Context: an optimization exercise on an open-source flow, tuned for small area, a short achievable clock period and few clock cycles. The choices shown serve that exercise and are no tape-out recipe. Where RTL was checked, it was by simulation tests only, not by an equivalence proof against the original. No activity file was given, so power comes from the tool's default toggle rates.

==> module bsb_fenc, before the edit <==
module bsb_fenc (
    input  wire        clk,
    input  wire        rst,
    input  wire        go,
    input  wire [3:0]  p1,      
    input  wire [2:0]  g_in,    
    input  wire        pz,      
    input  wire        neg,
    input  wire [32:0] m0,
    input  wire [31:0] mag,
    input  wire [15:0] d,
    input  wire [31:0] den,
    output wire        idle,
    output wire        fin,     
    output wire        ovf,
    output wire [15:0] q16
);
    localparam F_IDLE = 3'd0, F_MUL = 3'd1, F_NORM = 3'd2, F_DIV = 3'd3, F_RND = 3'd4;
    reg [2:0]  st;
    reg [3:0]  cnt;
    reg        first;
    reg        sgn;
    reg [47:0] x;       
    reg         b_neg, b_two, b_one;
    wire [33:0] dext   = {17'd0, d, 1'b0};
    wire [3:0]  cnt_nx = cnt - 4'd1;
    wire [2:0]  grp_nx = dext[{cnt_nx, 1'b0} +: 3];
    wire [32:0] mm    = b_two ? {mag, 1'b0} : (b_one ? {1'b0, mag} : 33'd0);
    wire [47:0] addend = {15'd0, mm} ^ {48{b_neg}};
    wire [47:0] x_mul = {x[45:0], 2'b00} + addend + {47'd0, b_neg};
    function [5:0] bitlen32;
        input [31:0] v;
        integer k;
        begin
            bitlen32 = 6'd0;
            for (k = 0; k < 32; k = k + 1)
                if (v[k]) bitlen32 = k + 1;
        end
    endfunction
    wire [5:0]  bl_a = bitlen32(mag);
    wire [5:0]  bl_b = bitlen32({16'd0, d});
    wire [5:0]  bl_c = bitlen32(den);
    wire [6:0]  bl_ab = {1'b0, bl_a} + {1'b0, bl_b};
    wire        e_ovf = (bl_ab >= {1'b0, bl_c} + 7'd18);    
    wire        e_q0  = (bl_ab + 7'd2 <= {1'b0, bl_c});     
    reg         e_ovf_r, e_q0_r, second;
    wire        efin  = (st == F_MUL) && second && (e_ovf_r || e_q0_r);
    wire        big  = (x[47:16] >= den);                        
    wire        lt0  = (x[47:32] == 16'd0) && (x[31:0] < den);   
    wire        lt8  = (x[47:40] == 8'd0) && (x[39:8] < den);    
    wire [32:0] sa   = {x[47:16], x[15] & (st != F_RND)};
    wire [33:0] ta   = {1'b0, sa} - {2'b00, den};
    wire        qa   = ~ta[33];
    wire [31:0] ra   = qa ? ta[31:0] : sa[31:0];
    wire [15:0] qt   = x[15:0];
    wire        half = qa;
    wire        tie  = ({x[47:16], 1'b0} == {1'b0, den});
    wire        up   = half & (~tie | qt[0]);
    wire        ovf_p = qt[15] | ((&qt[14:0]) & up);
    wire        ovf_n = qt[15] & ((|qt[14:0]) | up);
    wire [15:0] qs   = qt ^ {16{sgn}};
    wire [15:0] qs1  = qs + 16'd1;
    wire [15:0] q_r  = (up ^ sgn) ? qs1 : qs;
    wire        nfin = (st == F_NORM) && big;
    assign idle = (st == F_IDLE);
    assign fin  = efin || nfin || (st == F_RND);
    assign ovf  = (st == F_MUL) ? e_ovf_r : (st == F_NORM) ? big : (sgn ? ovf_n : ovf_p);
    assign q16  = (st == F_MUL) ? 16'd0 : q_r;
    always @(posedge clk) begin
        case (st)
            F_MUL:   x <= x_mul;
            F_NORM:  x <= lt0 ? {x[31:0], 16'd0} : lt8 ? {x[39:0], 8'd0} : x;
            F_DIV:   x <= {ra, x[14:0], qa};
            default: x <= {15'd0, m0};
        endcase
        if (rst) begin
            st  <= F_IDLE;
        end else begin
            case (st)
                F_IDLE: begin
                    first <= 1'b1;
                    second <= 1'b0;
                    b_neg <= g_in[2] & ~(g_in[1] & g_in[0]);
                    b_two <= (g_in == 3'b011) || (g_in == 3'b100);
                    b_one <= g_in[1] ^ g_in[0];
                    if (go) begin
                        cnt <= p1;
                        sgn <= neg;
                        st  <= pz ? F_NORM : F_MUL;
                    end
                end
                F_MUL: begin
                    first   <= 1'b0;
                    second  <= first;
                    e_ovf_r <= e_ovf;
                    e_q0_r  <= e_q0;
                    b_neg <= grp_nx[2] & ~(grp_nx[1] & grp_nx[0]);
                    b_two <= (grp_nx == 3'b011) || (grp_nx == 3'b100);
                    b_one <= grp_nx[1] ^ grp_nx[0];
                    cnt <= cnt_nx;
                    if (efin)            st <= F_IDLE;
                    else if (cnt == 4'd0) st <= F_NORM;
                end
                F_NORM: begin
                    cnt <= lt8 ? 4'd7 : 4'd15;
                    st  <= nfin ? F_IDLE : lt0 ? F_RND : F_DIV;
                end
                F_DIV: begin
                    cnt <= cnt - 4'd1;
                    if (cnt == 4'd0) st <= F_RND;
                end
                default: st <= F_IDLE;
            endcase
        end
    end
endmodule
export LEC_CHECK = 0
export CAP_MARGIN = 20
export CORE_MARGIN = 2
export CORE_UTILIZATION = 40
export SETUP_SLACK_MARGIN = 5
export SLEW_MARGIN = 20
create_clock -name core_clock -period 10.0 [get_ports {clk}]
standard.sh (not shown) runs the stock make flow with config.mk's settings and CLKGATE_MAP_FILE= SYNTH_SCRIPT=/design/flow/synth_recipe.tcl, a recipe that flattens the netlist after the stock synthesis.
==> flow/flow/run.sh <==
#!/bin/bash
# The standard layout, with the port buffers made of the smallest buffer cell
# (sky130_fd_sc_hd__buf_1) instead of the one buffer_ports picks by default.
set -euo pipefail
bash standard.sh "BUFFER_PORTS_ARGS=-buffer_cell sky130_fd_sc_hd__buf_1" finish > standard_flow.log 2>&1
Testbench counts at the start, summed over its fixed seeds: cycles 40,045.
Change:
--- a/flow/design.v
+++ b/flow/design.v
@@ -74,16 +74,25 @@
     reg         e_ovf_r, e_q0_r, second;
     wire        efin  = (st == F_MUL) && second && (e_ovf_r || e_q0_r);
     wire        big  = (x[47:16] >= den);                        
     wire        lt0  = (x[47:32] == 16'd0) && (x[31:0] < den);   
     wire        lt8  = (x[47:40] == 8'd0) && (x[39:8] < den);    
-    wire [32:0] sa   = {x[47:16], x[15] & (st != F_RND)};
-    wire [33:0] ta   = {1'b0, sa} - {2'b00, den};
-    wire        qa   = ~ta[33];
-    wire [31:0] ra   = qa ? ta[31:0] : sa[31:0];
+    wire [33:0] sv   = {x[47:14]};
+    wire [35:0] t1   = {2'b00, sv} - {4'd0, den};
+    wire [35:0] t2   = {2'b00, sv} - {3'd0, den, 1'b0};
+    wire [35:0] n1   = ~{4'd0, den};
+    wire [35:0] n2   = ~{3'd0, den, 1'b0};
+    wire [35:0] cs_s = {2'b00, sv} ^ n1 ^ n2;
+    wire [35:0] cs_c = ({2'b00, sv} & n1) | ({2'b00, sv} & n2) | (n1 & n2);
+    wire [35:0] t3   = cs_s + {cs_c[34:0], 1'b1} + 36'd1;
+    wire        q3   = ~t3[35];
+    wire        q2   = ~t2[35];
+    wire        q1   = ~t1[35];
+    wire [1:0]  qq   = q3 ? 2'd3 : q2 ? 2'd2 : q1 ? 2'd1 : 2'd0;
+    wire [31:0] rq   = q3 ? t3[31:0] : q2 ? t2[31:0] : q1 ? t1[31:0] : sv[31:0];
     wire [15:0] qt   = x[15:0];
-    wire        half = qa;
+    wire        half = ({x[47:16], 1'b0} >= {1'b0, den});
     wire        tie  = ({x[47:16], 1'b0} == {1'b0, den});
     wire        up   = half & (~tie | qt[0]);
     wire        ovf_p = qt[15] | ((&qt[14:0]) & up);
     wire        ovf_n = qt[15] & ((|qt[14:0]) | up);
     wire [15:0] qs   = qt ^ {16{sgn}};
@@ -96,11 +105,11 @@
     assign q16  = (st == F_MUL) ? 16'd0 : q_r;
     always @(posedge clk) begin
         case (st)
             F_MUL:   x <= x_mul;
             F_NORM:  x <= lt0 ? {x[31:0], 16'd0} : lt8 ? {x[39:0], 8'd0} : x;
-            F_DIV:   x <= {ra, x[14:0], qa};
+            F_DIV:   x <= {rq, x[13:0], qq};
             default: x <= {15'd0, m0};
         endcase
         if (rst) begin
             st  <= F_IDLE;
         end else begin
@@ -128,11 +137,11 @@
                     cnt <= cnt_nx;
                     if (efin)            st <= F_IDLE;
                     else if (cnt == 4'd0) st <= F_NORM;
                 end
                 F_NORM: begin
-                    cnt <= lt8 ? 4'd7 : 4'd15;
+                    cnt <= lt8 ? 4'd3 : 4'd7;
                     st  <= nfin ? F_IDLE : lt0 ? F_RND : F_DIV;
                 end
                 F_DIV: begin
                     cnt <= cnt - 4'd1;
                     if (cnt == 4'd0) st <= F_RND;
Effect:
- cell area went up by 19%
- worst setup slack loses 160 ps
- via count went up by 23%
- non-clock buffer count rose by 65
- sequential share of layout area drops by 2.9 points
- utilization goes up by 0.55 points
- worst hold slack gains 51 ps
- register-to-register slack got worse by 160 ps
- area after synthesis rises by 17%
- synthesized cell count is higher by 18%
- clock power went up by 5.8%
Function not checked in the second run of this note: the RTL went through the layout flow alone.

* * *

== run K ==
bsb_pcodec, a different RTL version from the one above (not shown whole).
For scale: roughly 190 flip-flops, ~790 I/O pins, roughly 27000 sq um of cells after synthesis.
Settings: LEC_CHECK=0, CAP_MARGIN=20, CORE_MARGIN=2, CORE_UTILIZATION=40, SETUP_SLACK_MARGIN=5, SLEW_MARGIN=20; clock period 10.0 ns.
Scripts as last shown in full above: flow/flow/run.sh
For run M, these inputs were changed with respect to run K:
-- flow/design.v --
<<< run K, line 35
    input  wire        pz,      
    input  wire        neg,
    input  wire [5:0]  bla_in,   
    input  wire [4:0]  blb_in,   
    input  wire [5:0]  blc_in,   
    input  wire [32:0] m0,
    input  wire [31:0] mag,
>>> run M, line 35
    input  wire        pz,      
    input  wire        neg,
    input  wire [32:0] m0,
    input  wire [31:0] mag,
<<< run K, line 60
    wire [47:0] addend = {15'd0, mm} ^ {48{b_neg}};
    wire [47:0] x_mul = {x[45:0], 2'b00} + addend + {47'd0, b_neg};
    reg  [5:0]  bla, blc;
    reg  [4:0]  blb;
    wire [6:0]  bl_ab = {1'b0, bla} + {2'b00, blb};
    wire        e_ovf = (bl_ab >= {1'b0, blc} + 7'd18);           
    wire        e_q0  = (bl_ab + {6'd0, sgn} + 7'd2 <= {1'b0, blc});  
    wire        efin  = (st == F_MUL) && first && (e_ovf || e_q0);
    wire        big  = (x[47:16] >= den);                        
    wire        lt0  = (x[47:32] == 16'd0) && (x[31:0] < den);   
>>> run M, line 57
    wire [47:0] addend = {15'd0, mm} ^ {48{b_neg}};
    wire [47:0] x_mul = {x[45:0], 2'b00} + addend + {47'd0, b_neg};
    function [5:0] bitlen32;
        input [31:0] v;
        integer k;
        begin
            bitlen32 = 6'd0;
            for (k = 0; k < 32; k = k + 1)
                if (v[k]) bitlen32 = k + 1;
        end
    endfunction
    wire [5:0]  bl_a = bitlen32(mag);
    wire [5:0]  bl_b = bitlen32({16'd0, d});
    wire [5:0]  bl_c = bitlen32(den);
    wire [6:0]  bl_ab = {1'b0, bl_a} + {1'b0, bl_b};
    wire        e_ovf = (bl_ab >= {1'b0, bl_c} + 7'd18);    
    wire        e_q0  = (bl_ab + 7'd2 <= {1'b0, bl_c});     
    reg         e_ovf_r, e_q0_r, second;
    wire        efin  = (st == F_MUL) && second && (e_ovf_r || e_q0_r);
    wire        big  = (x[47:16] >= den);                        
    wire        lt0  = (x[47:32] == 16'd0) && (x[31:0] < den);   
<<< run K, line 85
    assign idle = (st == F_IDLE);
    assign fin  = efin || nfin || (st == F_RND);
    assign ovf  = (st == F_MUL) ? e_ovf : (st == F_NORM) ? big : (sgn ? ovf_n : ovf_p);
    assign q16  = (st == F_MUL) ? 16'd0 : q_r;
    always @(posedge clk) begin
        bla <= bla_in;
        blb <= blb_in;
        blc <= blc_in;
        case (st)
            F_MUL:   x <= x_mul;
>>> run M, line 93
    assign idle = (st == F_IDLE);
    assign fin  = efin || nfin || (st == F_RND);
    assign ovf  = (st == F_MUL) ? e_ovf_r : (st == F_NORM) ? big : (sgn ? ovf_n : ovf_p);
    assign q16  = (st == F_MUL) ? 16'd0 : q_r;
    always @(posedge clk) begin
        case (st)
            F_MUL:   x <= x_mul;
<<< run K, line 103
                F_IDLE: begin
                    first <= 1'b1;
                    b_neg <= g_in[2] & ~(g_in[1] & g_in[0]);
                    b_two <= (g_in == 3'b011) || (g_in == 3'b100);
>>> run M, line 108
                F_IDLE: begin
                    first <= 1'b1;
                    second <= 1'b0;
                    b_neg <= g_in[2] & ~(g_in[1] & g_in[0]);
                    b_two <= (g_in == 3'b011) || (g_in == 3'b100);
<<< run K, line 113
                end
                F_MUL: begin
                    first <= 1'b0;
                    b_neg <= grp_nx[2] & ~(grp_nx[1] & grp_nx[0]);
                    b_two <= (grp_nx == 3'b011) || (grp_nx == 3'b100);
>>> run M, line 119
                end
                F_MUL: begin
                    first   <= 1'b0;
                    second  <= first;
                    e_ovf_r <= e_ovf;
                    e_q0_r  <= e_q0;
                    b_neg <= grp_nx[2] & ~(grp_nx[1] & grp_nx[0]);
                    b_two <= (grp_nx == 3'b011) || (grp_nx == 3'b100);
<<< run K, line 253
    wire [31:0] mag = mv ^ ({32{mv[31]}} & {mor[30:0], 1'b0});
    wire [32:0] f_m0 = f_two ? {mag, 1'b0} : {1'b0, mag};
    function [5:0] blen32;
        input [31:0] v;
        reg h16, h8, h4, h2, h1;
        reg [15:0] v16;
        reg [7:0]  v8;
        reg [3:0]  v4;
        reg [1:0]  v2;
        begin
            h16 = |v[31:16]; v16 = h16 ? v[31:16] : v[15:0];
            h8  = |v16[15:8]; v8 = h8 ? v16[15:8] : v16[7:0];
            h4  = |v8[7:4];   v4 = h4 ? v8[7:4]   : v8[3:0];
            h2  = |v4[3:2];   v2 = h2 ? v4[3:2]   : v4[1:0];
            h1  = v2[1];
            blen32 = (|v) ? {1'b0, h16, h8, h4, h2, h1} + 6'd1 : 6'd0;
        end
    endfunction
    wire [5:0] f_bla = blen32(v_mnum ^ {32{v_mnum[31]}});
    wire [5:0] f_blb = blen32({16'd0, div});
    wire [5:0] f_blc = blen32(v_mden);
    bsb_fenc u_fenc (
        .clk(clk), .rst(rst), .go(f_go), .p1(f_p1), .g_in(f_g), .pz(f_pz), .neg(v_mnum[31]),
        .bla_in(f_bla), .blb_in(f_blb[4:0]), .blc_in(f_blc), .m0(f_m0),
        .mag(r[63:32]), .d(r[23:8]), .den(r[95:64]),
        .idle(f_idle), .fin(f_fin), .ovf(f_ovf), .q16(f_q)
>>> run M, line 262
    wire [31:0] mag = mv ^ ({32{mv[31]}} & {mor[30:0], 1'b0});
    wire [32:0] f_m0 = f_two ? {mag, 1'b0} : {1'b0, mag};
    bsb_fenc u_fenc (
        .clk(clk), .rst(rst), .go(f_go), .p1(f_p1), .g_in(f_g), .pz(f_pz), .neg(v_mnum[31]), .m0(f_m0),
        .mag(r[63:32]), .d(r[23:8]), .den(r[95:64]),
        .idle(f_idle), .fin(f_fin), .ovf(f_ovf), .q16(f_q)
Findings:
Looking at the reports, run M completed the entire flow and the layout it produced met the timing, DRC and antenna checks. Routed wire length ended up 5.6% lower on run M than on run K. Setup slack after layout, run M and run K, higher one = run K. Run M ended with more power than run K. Final area for run M: about 4.3% down relative to run K. Diff run K -> run M: simple-gate area share of the yosys netlist went up 0.17 points, fraction of the mapped netlist area in adder cells increased by 0.25 points relative to the old numbers, total length of routed met2 wires decreased 8.7%.
No functional check of the RTL was part of any run of this note.

* * *

bsb_pcodec, a different RTL version from the one above (not shown whole).
For scale: roughly 3200 cells after synthesis, ~170 flip-flops, ~25000 µm² of cells after synthesis.
==> flow/design.v (excerpt) <==
module bsb_pcodec (
    input  wire        clk,
    input  wire        rst,
    input  wire        start,
    input  wire        op,         
    input  wire [2:0]  tag,
    input  wire [15:0] div,
    input  wire [7:0]  plen,
    input  wire [95:0] pay_in,
    input  wire [7:0]  v_flag,
    input  wire [31:0] v_int,
    input  wire [31:0] v_mnum,
    input  wire [31:0] v_mden,
    input  wire [15:0] v_year,
    input  wire [7:0]  v_mon,
    input  wire [7:0]  v_day,
    input  wire [7:0]  v_wday,
    input  wire [7:0]  v_hour,
    input  wire [7:0]  v_min,
    input  wire [7:0]  v_sec,
    input  wire [7:0]  v_trail,
    input  wire [1:0]  v_sn,
    input  wire        v_smark,
    input  wire [20:0] v_sh,
    input  wire [23:0] v_sm,
    input  wire [23:0] v_eh,
    input  wire [23:0] v_em,
    output wire        ready,
    output reg         done,
    output wire [7:0]  err,
    output wire [2:0]  o_tag,
    output wire [7:0]  o_flag,
    output wire [31:0] o_int,
    output wire [31:0] o_mnum,
    output wire [31:0] o_mden,
    output wire [15:0] o_year,
    output wire [7:0]  o_mon,
    output wire [7:0]  o_day,
    output wire [7:0]  o_wday,
    output wire [7:0]  o_hour,
    output wire [7:0]  o_min,
    output wire [7:0]  o_sec,
    output wire [7:0]  o_trail,
    output wire [1:0]  o_sn,
    output wire        o_smark,
    output wire [20:0] o_sh,
    output wire [23:0] o_sm,
    output wire [23:0] o_eh,
    output wire [23:0] o_em,
    output wire [95:0] o_pay,
    output wire [7:0]  o_plen
);
export LEC_CHECK = 0
export CAP_MARGIN = 20
export CORE_MARGIN = 2
export CORE_UTILIZATION = 40
export SETUP_SLACK_MARGIN = 5
export SLEW_MARGIN = 20
create_clock -name core_clock -period 10.0 [get_ports {clk}]
Scripts as last shown in full above: flow/flow/run.sh
Then changed:
--- a/flow/design.v
+++ b/flow/design.v
@@ -66,72 +66,80 @@
         end
     endfunction
     wire [5:0]  bl_a = bitlen32(mag);
     wire [5:0]  bl_b = bitlen32({16'd0, d});
     wire [5:0]  bl_c = bitlen32(den);
     wire [6:0]  bl_ab = {1'b0, bl_a} + {1'b0, bl_b};
     wire        e_ovf = (bl_ab >= {1'b0, bl_c} + 7'd18);    
     wire        e_q0  = (bl_ab + 7'd2 <= {1'b0, bl_c});     
-    wire        efin  = (st == F_MUL) && first && (e_ovf || e_q0);
+    reg         e_ovf_r, e_q0_r, second;
+    wire        efin  = (st == F_MUL) && second && (e_ovf_r || e_q0_r);
     wire        big  = (x[47:16] >= den);                        
     wire        lt0  = (x[47:32] == 16'd0) && (x[31:0] < den);   
     wire        lt8  = (x[47:40] == 8'd0) && (x[39:8] < den);    
+    wire        den1 = (den == 32'd1);                           
     wire [32:0] sa   = {x[47:16], x[15] & (st != F_RND)};
     wire [33:0] ta   = {1'b0, sa} - {2'b00, den};
     wire        qa   = ~ta[33];
     wire [31:0] ra   = qa ? ta[31:0] : sa[31:0];
     wire [15:0] qt   = x[15:0];
     wire        half = qa;
     wire        tie  = ({x[47:16], 1'b0} == {1'b0, den});
     wire        up   = half & (~tie | qt[0]);
     wire        ovf_p = qt[15] | ((&qt[14:0]) & up);
     wire        ovf_n = qt[15] & ((|qt[14:0]) | up);
     wire [15:0] qs   = qt ^ {16{sgn}};
     wire [15:0] qs1  = qs + 16'd1;
     wire [15:0] q_r  = (up ^ sgn) ? qs1 : qs;
     wire        nfin = (st == F_NORM) && big;
     assign idle = (st == F_IDLE);
     assign fin  = efin || nfin || (st == F_RND);
-    assign ovf  = (st == F_MUL) ? e_ovf : (st == F_NORM) ? big : (sgn ? ovf_n : ovf_p);
+    assign ovf  = (st == F_MUL) ? e_ovf_r : (st == F_NORM) ? big : (sgn ? ovf_n : ovf_p);
     assign q16  = (st == F_MUL) ? 16'd0 : q_r;
     always @(posedge clk) begin
         case (st)
             F_MUL:   x <= x_mul;
-            F_NORM:  x <= lt0 ? {x[31:0], 16'd0} : lt8 ? {x[39:0], 8'd0} : x;
+            F_NORM:  x <= lt0    ? {x[31:0], 16'd0} :
+                        den1   ? {32'd0, x[15:0]} :
+                        lt8    ? {x[39:0], 8'd0}  : {ra, x[14:0], qa};
             F_DIV:   x <= {ra, x[14:0], qa};
             default: x <= {15'd0, m0};
         endcase
         if (rst) begin
             st  <= F_IDLE;
         end else begin
             case (st)
                 F_IDLE: begin
                     first <= 1'b1;
+                    second <= 1'b0;
                     b_neg <= g_in[2] & ~(g_in[1] & g_in[0]);
                     b_two <= (g_in == 3'b011) || (g_in == 3'b100);
                     b_one <= g_in[1] ^ g_in[0];
                     if (go) begin
                         cnt <= p1;
                         sgn <= neg;
                         st  <= pz ? F_NORM : F_MUL;
                     end
                 end
                 F_MUL: begin
-                    first <= 1'b0;
+                    first   <= 1'b0;
+                    second  <= first;
+                    e_ovf_r <= e_ovf;
+                    e_q0_r  <= e_q0;
                     b_neg <= grp_nx[2] & ~(grp_nx[1] & grp_nx[0]);
                     b_two <= (grp_nx == 3'b011) || (grp_nx == 3'b100);
                     b_one <= grp_nx[1] ^ grp_nx[0];
                     cnt <= cnt_nx;
                     if (efin)            st <= F_IDLE;
                     else if (cnt == 4'd0) st <= F_NORM;
                 end
                 F_NORM: begin
-                    cnt <= lt8 ? 4'd7 : 4'd15;
-                    st  <= nfin ? F_IDLE : lt0 ? F_RND : F_DIV;
+                    cnt <= lt8 ? 4'd7 : 4'd14;
+                    st  <= nfin ? F_IDLE : (lt0 || den1) ? F_RND : F_DIV;
                 end
                 F_DIV: begin
                     cnt <= cnt - 4'd1;
                     if (cnt == 4'd0) st <= F_RND;
                 end
                 default: st <= F_IDLE;
             endcase
         end
@@ -229,17 +237,37 @@
         else if (div[3])      begin f_p1 = 4'd1; end
         else if (div[2])      begin f_p1 = 4'd0; f_two = div[1]; end
         else if (div[1])      begin f_p1 = 4'd0; end
         else                  begin f_p1 = 4'd0; end
     end
     wire f_pz = (div[15:1] == 15'd0);
     wire [33:0] f_dext = {17'd0, div, 1'b0};
     wire [2:0]  f_g = f_dext[{f_p1, 1'b0} +: 3];    
-    wire [31:0] mag = v_mnum[31] ? (32'd0 - v_mnum) : v_mnum;
+    wire [31:0] mv = v_mnum;
+    reg  [31:0] mor;      
+    reg  [7:0]  gor, gpre;
+    integer gi, gk;
+    always @(*) begin
+        for (gi = 0; gi < 8; gi = gi + 1) gor[gi] = |mv[4*gi +: 4];
+        gpre = gor;
+        for (gk = 1; gk < 8; gk = gk * 2)
+            for (gi = 7; gi >= gk; gi = gi - 1) gpre[gi] = gpre[gi] | gpre[gi-gk];
+        mor[0] = mv[0];
+        mor[1] = |mv[1:0];
+        mor[2] = |mv[2:0];
+        mor[3] = gpre[0];
+        for (gi = 1; gi < 8; gi = gi + 1) begin
+            mor[4*gi]     = mv[4*gi]         | gpre[gi-1];
+            mor[4*gi + 1] = (|mv[4*gi +: 2]) | gpre[gi-1];
+            mor[4*gi + 2] = (|mv[4*gi +: 3]) | gpre[gi-1];
+            mor[4*gi + 3] = gpre[gi];
+        end
+    end
+    wire [31:0] mag = mv ^ ({32{mv[31]}} & {mor[30:0], 1'b0});
     wire [32:0] f_m0 = f_two ? {mag, 1'b0} : {1'b0, mag};
     bsb_fenc u_fenc (
         .clk(clk), .rst(rst), .go(f_go), .p1(f_p1), .g_in(f_g), .pz(f_pz), .neg(v_mnum[31]), .m0(f_m0),
         .mag(r[63:32]), .d(r[23:8]), .den(r[95:64]),
         .idle(f_idle), .fin(f_fin), .ovf(f_ovf), .q16(f_q)
     );
     wire leap_d = (pb1[1:0] == 2'd0) && (pb1 != 8'd0) && (pb1 != 8'd200);
     wire dt_ok;
What happened: Worst hold slack loses 0.12 ns; total power goes up by 4.9%; design area goes up by 2.8%; synthesized cell count goes up by 8.1%; worst setup slack gains 0.27 ns; critical path depth goes down by 14; die area goes up by 4.1%; fmax goes up by 5.5%; count of clock-buffer cells in the layout goes up by 4.
Testbench counts after the change, summed over its fixed seeds: cycles 37,804.
The RTL of the first run of this note was laid out without a check of its function.

## re-timing with driven ports
The results above use ideal ports. As a check the final layouts listed here were re-extracted and re-timed, cells and wires unchanged.
Step 1 sets driving cells, clkbuf_16 on the clock port and buf_2 on the other inputs (assumed; they add their load-dependent delay and slew).
Step 2 also shifts input and output timing later by t, the mid clock arrival at the registers, as if the neighbouring blocks saw the same clock.
a / b / c = ideal / step 1 / step 2; a / b = the first two.
| run | shift t [ns] | setup slack, ns | clock arrival spread, ns |
|---|---|---|---|
| the first run of note 1 | 0.566 | 5.135 / 5.155 / 4.590 | 0.016 / 0.017 |
| the second run of note 1 | 0.586 | 4.975 / 5.014 / 4.428 | 0.024 / 0.024 |
| run K | 0.578 | 5.098 / 5.105 / 4.527 | 0.022 / 0.022 |
| run M | 0.581 | 5.094 / 5.133 / 4.562 | 0.022 / 0.021 |
| the first run of note 3 | 0.574 | 4.780 / 4.780 / 4.741 | 0.026 / 0.025 |
| the second run of note 3 | 0.591 | 5.053 / 5.053 / 4.516 | 0.029 / 0.028 |
After both steps every run listed still meets setup and hold. For run K, which loses most, drivers alone change the setup slack by +0.007 ns; drivers and shift together by -0.571 ns.
